Source: an optimization exercise on an open RTL-to-GDS flow (aim: small area, a short achievable clock period and few clock cycles). Production flows keep margins and buffers that such runs may drop. Function not checked in this run: the RTL went through the layout flow alone.

[config.mk]
export PLATFORM = sky130hd
export DESIGN_NAME = crc18_unit
export DESIGN_NICKNAME = crc18_unit
export VERILOG_FILES = /design/flow/design.v
export SDC_FILE = /design/flow/constraint.sdc
export NUM_CORES = 4
export LEC_CHECK = 0
export CAP_MARGIN = 20
export CORE_MARGIN = 2
export CORE_UTILIZATION = 40
export PLACE_DENSITY = 0.6
export SLEW_MARGIN = 20
[constraint.sdc]
create_clock -name core_clock -period 12.0 [get_ports {clk}]
set_input_delay 2.4000 -clock core_clock [delete_from_list [all_inputs] [get_ports {clk}]]
set_output_delay 2.4000 -clock core_clock [all_outputs]
set_load 0.01 [all_outputs]
[design.v]
module crc18_unit (
    input  wire        clk,
    input  wire        rst,           
    input  wire        wr_en,
    input  wire [4:0]  wr_group,
    input  wire [39:0] wr_data,
    input  wire        cmd_valid,
    output wire        cmd_ready,
    input  wire [1:0]  cmd_op,
    input  wire [31:0] ia0,           
    input  wire [31:0] ia1,           
    input  wire [31:0] ia2,           
    input  wire [31:0] ia3,           
    output reg         done,
    output reg  [7:0]  status,
    output reg  [17:0] crc_rem,
    output reg  [9:0]  crc0,
    output reg  [9:0]  crc1,
    output reg  [31:0] ir0,
    output reg  [31:0] ir1
);
    localparam [1:0] OP_COMP  = 2'd0;
    localparam [1:0] OP_WORDS = 2'd1;
    localparam [1:0] OP_CHECK = 2'd2;
    localparam [7:0] ST_OK       = 8'h00;
    localparam [7:0] ST_ILLEGAL  = 8'h01;
    localparam [7:0] ST_BADARG   = 8'h02;
    localparam [7:0] ST_CRC_PASS = 8'h30;
    localparam [7:0] ST_CRC_FAIL = 8'h31;
    localparam [2:0] S_IDLE  = 3'd0;
    localparam [2:0] S_FOLD  = 3'd1;
    localparam [2:0] S_GEN   = 3'd2;
    localparam [2:0] S_FETCH = 3'd3;
    localparam [2:0] S_FIN   = 3'd4;
    reg [39:0] buffer [0:31];
    always @(posedge clk) begin
        if (wr_en)
            buffer[wr_group] <= wr_data;
    end
    function [17:0] fold1;
        input [17:0] c_in;
        input [9:0]  w;
        integer b;
        reg [17:0] c;
        reg fb;
        begin
            c = c_in;
            for (b = 0; b < 10; b = b + 1) begin
                fb = c[0] ^ w[b];
                c = c >> 1;
                if (fb)
                    c = c ^ 18'h23000;
            end
            fold1 = c;
        end
    endfunction
    function [17:0] fold16;
        input [17:0]  c_in;
        input [159:0] ws;
        integer q;
        reg [17:0] c;
        begin
            c = c_in;
            for (q = 0; q < 16; q = q + 1)
                c = fold1(c, ws[10*q +: 10]);
            fold16 = c;
        end
    endfunction
    function [17:0] unstep;
        input [17:0] c_in;
        reg [17:0] t;
        begin
            t = c_in ^ (c_in[17] ? 18'h23000 : 18'h0);
            unstep = {t[16:0], c_in[17]};
        end
    endfunction
    function [17:0] unfold1;       
        input [17:0] c_in;
        integer b;
        reg [17:0] c;
        begin
            c = c_in;
            for (b = 0; b < 10; b = b + 1) c = unstep(c);
            unfold1 = c;
        end
    endfunction
    function [17:0] unfold2;       
        input [17:0] c_in;
        integer b;
        reg [17:0] c;
        begin
            c = c_in;
            for (b = 0; b < 20; b = b + 1) c = unstep(c);
            unfold2 = c;
        end
    endfunction
    function [17:0] unfold4;       
        input [17:0] c_in;
        integer b;
        reg [17:0] c;
        begin
            c = c_in;
            for (b = 0; b < 40; b = b + 1) c = unstep(c);
            unfold4 = c;
        end
    endfunction
    function [17:0] unfold8;       
        input [17:0] c_in;
        integer b;
        reg [17:0] c;
        begin
            c = c_in;
            for (b = 0; b < 80; b = b + 1) c = unstep(c);
            unfold8 = c;
        end
    endfunction
    reg [2:0]   state;
    reg [1:0]   op;
    reg         m1;           
    reg         par;          
    reg [2:0]   cp;           
    reg [2:0]   lcp;          
    reg [3:0]   pl;           
    reg [3:0]   z;            
    reg [159:0] dreg;         
    reg [15:0]  mask;         
    reg [17:0]  c;
    reg [6:0]   idx;          
    reg [6:0]   stp;          
    reg [31:0]  rem;          
    reg [6:0]   i0, i1;
    reg [9:0]   w0;
    assign cmd_ready = (state == S_IDLE);
    wire        in_s1     = (ia2 == 32'd1);
    wire        in_s2     = (ia2 == 32'd2);
    wire        in_fast   = in_s1 | in_s2;
    wire        cnt_nz    = (ia1 != 32'd0);
    wire        start_ok  = (ia0[31:7] == 25'd0);
    wire        cnt_le128 = (ia1[31:8] == 24'd0) && !(ia1[7] && (ia1[6:0] != 7'd0));
    wire        cnt_ge2   = (ia1[31:1] != 31'd0);
    wire        step_nz   = (ia2 != 32'd0);
    wire        step_lt128 = (ia2[31:7] == 25'd0);
    wire [7:0]  cm1       = ia1[7:0] - 8'd1;
    wire [8:0]  last_in   = {2'b0, ia0[6:0]} + (in_s2 ? {cm1, 1'b0} : {1'b0, cm1});
    wire        fast_ok   = cnt_le128 && !last_in[8] && !last_in[7];
    wire        gen_ok    = !(step_nz && !cnt_le128) && !(!step_lt128 && cnt_ge2);
    wire        run_ok    = !cnt_nz || (start_ok && (in_fast ? fast_ok : gen_ok));
    wire [6:0]  in_inc    = step_nz ? ia2[6:0] : 7'd1;
    wire [7:0]  i1_in     = {1'b0, ia3[6:0]} + {1'b0, in_inc};
    wire        chk_ok    = (ia3[31:7] == 25'd0) && step_lt128 && !i1_in[7];
    wire        in_bad    = !run_ok || (cmd_op == OP_CHECK && !chk_ok);
    wire [3:0]  in_p0     = in_s1 ? ia0[3:0] : ia0[4:1];
    wire [3:0]  in_pl     = in_s1 ? last_in[3:0] : last_in[4:1];
    wire [2:0]  in_cp     = in_s1 ? ia0[6:4] : {1'b0, ia0[6:5]};
    wire [2:0]  in_lcp    = in_s1 ? last_in[6:4] : {1'b0, last_in[6:5]};
    wire        fold_last = (cp == lcp);
    wire [2:0]  ncp       = cp + 3'd1;
    reg  [6:0]  ra;
    always @(*) begin
        case (state)
            S_IDLE:  ra = ia0[6:0];
            S_FOLD:  ra = fold_last ? i0 : (m1 ? {ncp, 4'b0} : {ncp[1:0], 5'b0});
            S_GEN:   ra = idx;
            S_FETCH: ra = i0;
            default: ra = i1;
        endcase
    end
    wire [9:0] blkw [0:31];
    genvar gk;
    generate
        for (gk = 0; gk < 32; gk = gk + 1) begin : g_blk
            localparam [2:0] GL = gk / 4;
            wire [39:0] grp = buffer[{ra[6:5], GL}];
            assign blkw[gk] = grp[39 - 10*(gk % 4) -: 10];
        end
    endgenerate
    wire [9:0] selw = blkw[ra[4:0]];
    wire        ch_s1  = (state == S_IDLE) ? in_s1 : m1;
    wire        ch_par = (state == S_IDLE) ? ia0[0] : par;
    wire [159:0] chunk;
    generate
        for (gk = 0; gk < 16; gk = gk + 1) begin : g_ch
            assign chunk[10*gk +: 10] = ch_s1 ? (ra[4] ? blkw[16 + gk] : blkw[gk])
                                              : (ch_par ? blkw[2*gk + 1] : blkw[2*gk]);
        end
    endgenerate
    reg [15:0] in_mask, nx_mask;
    integer q;
    always @(*) begin
        for (q = 0; q < 16; q = q + 1) begin
            in_mask[q] = (q >= in_p0) && ((in_cp != in_lcp) || (q <= in_pl));
            nx_mask[q] = (ncp != lcp) || (q <= pl);
        end
    end
    wire [159:0] mdata;
    generate
        for (gk = 0; gk < 16; gk = gk + 1) begin : g_md
            assign mdata[10*gk +: 10] = dreg[10*gk +: 10] & {10{mask[gk]}};
        end
    endgenerate
    wire [17:0] c_fold = fold16(c, mdata);
    wire [17:0] c_gen  = fold1(c, selw);
    wire [17:0] u0 = z[0] ? unfold1(c)  : c;
    wire [17:0] u1 = z[1] ? unfold2(u0) : u0;
    wire [17:0] u2 = z[2] ? unfold4(u1) : u1;
    wire [17:0] r  = z[3] ? unfold8(u2) : u2;
    wire [9:0]  c0_new = {~r[8],  r[8:0]};
    wire [9:0]  c1_new = {~r[17], r[17:9]};
    wire [9:0]  w1     = selw;
    wire [7:0]  gen_sum = {1'b0, idx} + {1'b0, stp};
    always @(posedge clk) begin
        if (rst) begin
            state   <= S_IDLE;
            done    <= 1'b0;
            status  <= 8'd0;
            crc_rem <= 18'd0;
            crc0    <= 10'd0;
            crc1    <= 10'd0;
            ir0     <= 32'd0;
            ir1     <= 32'd0;
        end else begin
            done <= 1'b0;
            case (state)
                S_IDLE: begin
                    if (cmd_valid) begin
                        op   <= cmd_op;
                        c    <= 18'd0;
                        z    <= 4'd0;
                        i0   <= ia3[6:0];
                        i1   <= i1_in[6:0];
                        m1   <= in_s1;
                        par  <= ia0[0];
                        cp   <= in_cp;
                        lcp  <= in_lcp;
                        pl   <= in_pl;
                        dreg <= chunk;
                        mask <= in_mask;
                        idx  <= ia0[6:0];
                        stp  <= ia2[6:0];
                        rem  <= ia1;
                        if (cmd_op == OP_WORDS) begin
                            crc0   <= {~crc_rem[8],  crc_rem[8:0]};
                            crc1   <= {~crc_rem[17], crc_rem[17:9]};
                            ir0    <= {22'd0, ~crc_rem[8],  crc_rem[8:0]};
                            ir1    <= {22'd0, ~crc_rem[17], crc_rem[17:9]};
                            status <= ST_OK;
                            done   <= 1'b1;
                        end else if (cmd_op == 2'd3) begin
                            status <= ST_ILLEGAL;
                            done   <= 1'b1;
                        end else if (in_bad) begin
                            status <= ST_BADARG;
                            done   <= 1'b1;
                        end else if (!cnt_nz) begin
                            state <= S_FETCH;
                        end else if (in_fast) begin
                            z     <= ~in_pl;
                            state <= S_FOLD;
                        end else begin
                            state <= S_GEN;
                        end
                    end
                end
                S_FOLD: begin
                    c <= c_fold;
                    if (fold_last) begin
                        w0    <= selw;
                        state <= S_FIN;
                    end else begin
                        cp   <= ncp;
                        dreg <= chunk;
                        mask <= nx_mask;
                    end
                end
                S_GEN: begin
                    if (rem == 32'd1) begin
                        c     <= c_gen;
                        state <= S_FETCH;
                    end else if (gen_sum[7]) begin
                        status <= ST_BADARG;
                        done   <= 1'b1;
                        state  <= S_IDLE;
                    end else begin
                        c   <= c_gen;
                        idx <= gen_sum[6:0];
                        rem <= rem - 32'd1;
                    end
                end
                S_FETCH: begin
                    w0    <= selw;
                    state <= S_FIN;
                end
                default: begin
                    crc_rem <= r;
                    if (op == OP_COMP) begin
                        ir0    <= {14'd0, r};
                        status <= ST_OK;
                    end else begin
                        crc0   <= c0_new;
                        crc1   <= c1_new;
                        ir0    <= {6'd0, w1, 6'd0, w0};
                        ir1    <= {14'd0, r};
                        status <= (w0 == c0_new && w1 == c1_new) ? ST_CRC_PASS : ST_CRC_FAIL;
                    end
                    done  <= 1'b1;
                    state <= S_IDLE;
                end
            endcase
        end
    end
endmodule
[run.sh]
#!/bin/bash
# synth_recipe.tcl (not shown) runs the flow's synth.tcl, then flattens the netlist and writes it again
# the make line also repeats each setting of config.mk as NAME=value (left out here)
make -C /OpenROAD-flow-scripts/flow DESIGN_CONFIG=/design/flow/config.mk WORK_HOME=/design/flow/orfs CLKGATE_MAP_FILE= SYNTH_SCRIPT=/design/flow/synth_recipe.tcl finish
==> impl_results.md <==
* Status: finished clean
* Endpoint type of the worst setup path: flip-flop
* Total gr overflow at 0
* Initial antenna violation count at 11
* Row Count at 165
* Commonest non-fill, non-tap cell in the layout: edfxtp_1
* Hold Path Class: flip-flop to flip-flop
* Core Box Area at 202000 um2
* Full die area at approximately 210000 um2
* Mean Syn Cell Area at 14.1 um2
* Fin crit share at 83.1%
* # setup viols final at 0
* CP Launch Type: flip-flop
* Crit path DAT at 10.68 ns
* Drt drc at 0
* Cts bufs inserted at 173
* Port buffer count at between 200 and 300
* Total clock sinks at 1651
* CP top delay family: XOR/XNOR gates
* Initial Util at 40.2%
* Die height at 454 um
* Die span in x at 454 um
* Final WL at 266000 um
* Filler instances at 17781
* Relative slew slack at 8.91%
* Number of buffers and inverters on the critical path at 0
* Antenna viol nets, final at 0
* Clk Latency, worst-skew pair at 0.86 ns
* Num ports at 291
* RSZ-0062 raised after global routing: no
* First-pass GRT wire length at 374000 um
* Vias per cell at 5.81
* Seq cells post-synth at 1651
* Max Cap Viol at 0
* Synth top area cells: edfxtp_1 (58%), mux4_2 (8.1%), xnor2_1 (6.3%), nand2_1 (3.8%), xor2_1 (2.5%)
* Final Hold Viols at 0
* First-pass detailed-route iteration total at 8
* Slowest-stage cell, CP: edfxtp_1
* Clk slew on worst S/H paths at 0.06 ns
* Final #Nets at 6234
* Bufs on Longest Clock Path at 3
* Largest net degree at the start of global routing at 176
* Syn. warnings at 1
* P&R area growth vs syn at 14.4%
* Count of flip-flops with a built-in enable after synthesis at ~1600
* Max FO, Critical Path at 7
* CP dominant cell by count: xnor2_2
* Finished Layout Cells at between 8000 and 9000
* Yosys cell types at 90
* CP peak stage delay at 0.64 ns
* Post-synth top flop: edfxtp_1
* Share of layout cells above drive strength 1 at between 10% and 20%
* Post-synthesis sequential area ratio at ~60%
* Share of flip-flops with an asynchronous set or reset at 0%
* Crit path kind: flip-flop to flip-flop
* Post-CTS Hold Fix Bufs at 0
* Vias in the first global route at about 50000
* Setup tns final at 0 ns
* HPWL after DPL at 181000 um
* CTS tree: done
* DR WL/cell at between 30 and 40 um
* Syn Inst Count at 5771
* # placed instances at 8524
* Slew Limit Fails at 0
* Post-CTS Setup Inserts at 0
* Worst slew pin tran at 1.37 ns
* Gpl congestion at roughly 1
* Post-synthesis cell area at between 80000 and 90000 um2
* 1st-iter DRT viols at 6074
* Total GRT Usage at ~25%
* Top-area cell type share of the netlist area at 57.8%
* Max Freq at 0.100 GHz
* CP required at 12.71 ns
* CTS root buf: clkbuf_16
* Most frequent cells in the layout: edfxtp_1 (1562), nand2_1 (830), xnor2_1 (586), mux4_2 (292), nor2_1 (283)
* CTS H-tree depth at 4
* PostCTS Resize Cnt at 0
* Min cycle time layout at 9.97 ns
* Largest area contributor in the netlist: edfxtp_1
* Vias at 51403
* Clock Skews at 0.0836 ns
-- logic make-up (layout without fill, tap and decap cells) --
| group | count (synthesis) | count (layout) | synth area share (%) |
|---|---|---|---|
| other | 1 | 28 | 0.00462 |
| muxes | 451 | 451 | 10.1 |
| xor gates and xnor gates | 984 | 984 | 13.3 |
| buffers and inverters | 382 | 755 | 1.95 |
| DFF | 1651 | 1651 | 60.0 |
| AOI/OAI and AO/OA | 749 | 749 | 5.99 |
| adders and majority gates | 28 | 28 | 0.459 |
| and+or+nand+nor | 1525 | 1525 | 8.14 |
-- metal layers --
metal	GRT usage (%)	up-vias	share of wire, %
met1	35.4	26389	42
met5	0	-	0.032
met2	39.9	2520	46
met3	5.36	407	8.6
li1	-	22075	-
met4	7.50	12	3.1
-- final cells by class --
cell class              instances  area (um2)  area share [%]
flip-flops and latches       1651       48700            52.4
multi-input cells            3761       31400            33.8
clock buffers                 207        4490            4.83
repair buffers                394        3630            3.91
well taps                    2672        3340            3.60
clock inverters               108        1140            1.23
inverters                      46         173           0.186
diodes                          4        10.0          0.0108
-- tightest hold or removal path, stage by stage, from the launching register on --
cell	delay, ns
dfxtp_1	0.31
nand2_1	0.05
a21oi_1	0.05
-- cells in the mapped netlist, drive strengths merged (53+ instances only) --
cell    instances
edfxtp       1562
nand2         834
xnor2         619
nor2          329
mux4          292
xor2          240
clkbuf        222
a21oi         206
mux2i         136
and3          132
a31oi         124
buf           114
o21ai         100
xnor3          93
dfxtp          89
a22oi          80
o22ai          53
-- flip-flops by register name (all words and copies together) (netlist names), 2 cells and up --
register	flops
i0	7
idx	7
stp	7
op	2
w0	10
rem	32
z	4
ir0	26
lcp	3
crc1	10
c	18
crc0	10
status	3
crc_rem	18
ir1	18
pl	4
state	3
mask	16
i1	7
cp	3
dreg	160
buffer	1280
-- worst paths after layout --
check	to	cells after the start	slack [ns]	startpoint
worst min register to register	crc0[3]	2	0.46	crc0[3]
worst max register to register	status[0]	27	2.03	c[14]
worst max-delay path	status[0]	27	2.03	c[14]
worst min-delay path	crc0[3]	2	0.46	crc0[3]
-- metrics by stage --
step / util (%) / hold WS (ns) / area [um2] / setup slack (ns)
6_report: 46.0 / 0.455 / 92900 / 2.03
5_1_grt: 46.0 / 0.469 / 92900 / 1.53
4_1_cts: 46.0 / 0.459 / 93000 / 2.01
3_5_place_dp: 43.3 / 0.451 / 87300 / 2.03
3_3_place_gp: 43.3 / 0.444 / 87300 / 2.16
2_1_floorplan: - / 0.476 / 81300 / 3.03

[separate check: timing with driven ports]
How much do the figures lean on ideal ports? The routed layout below was timed once more, with nothing changed but the port constraints.
Step 1 sets driving cells, clkbuf_16 on the clock port and buf_2 on the other inputs (assumed; they add their load-dependent delay and slew).
Step 2 moves the port delays by t, midway between the first and last clock arrival at a register: inputs arrive t later, outputs are due t later. That takes back most of the time a late clock gives input paths.
a / b / c = ideal / step 1 / step 2; a / b = the first two.
t (ns): 0.914
slack for setup (ns): 2.029 / 2.029 / 2.029
latest minus earliest clock arrival (ns): 0.092 / 0.093
After both steps setup and hold are still met in this run. The setup slack of this run moves by 0.000 ns with the drivers and by 0.000 ns with both steps.
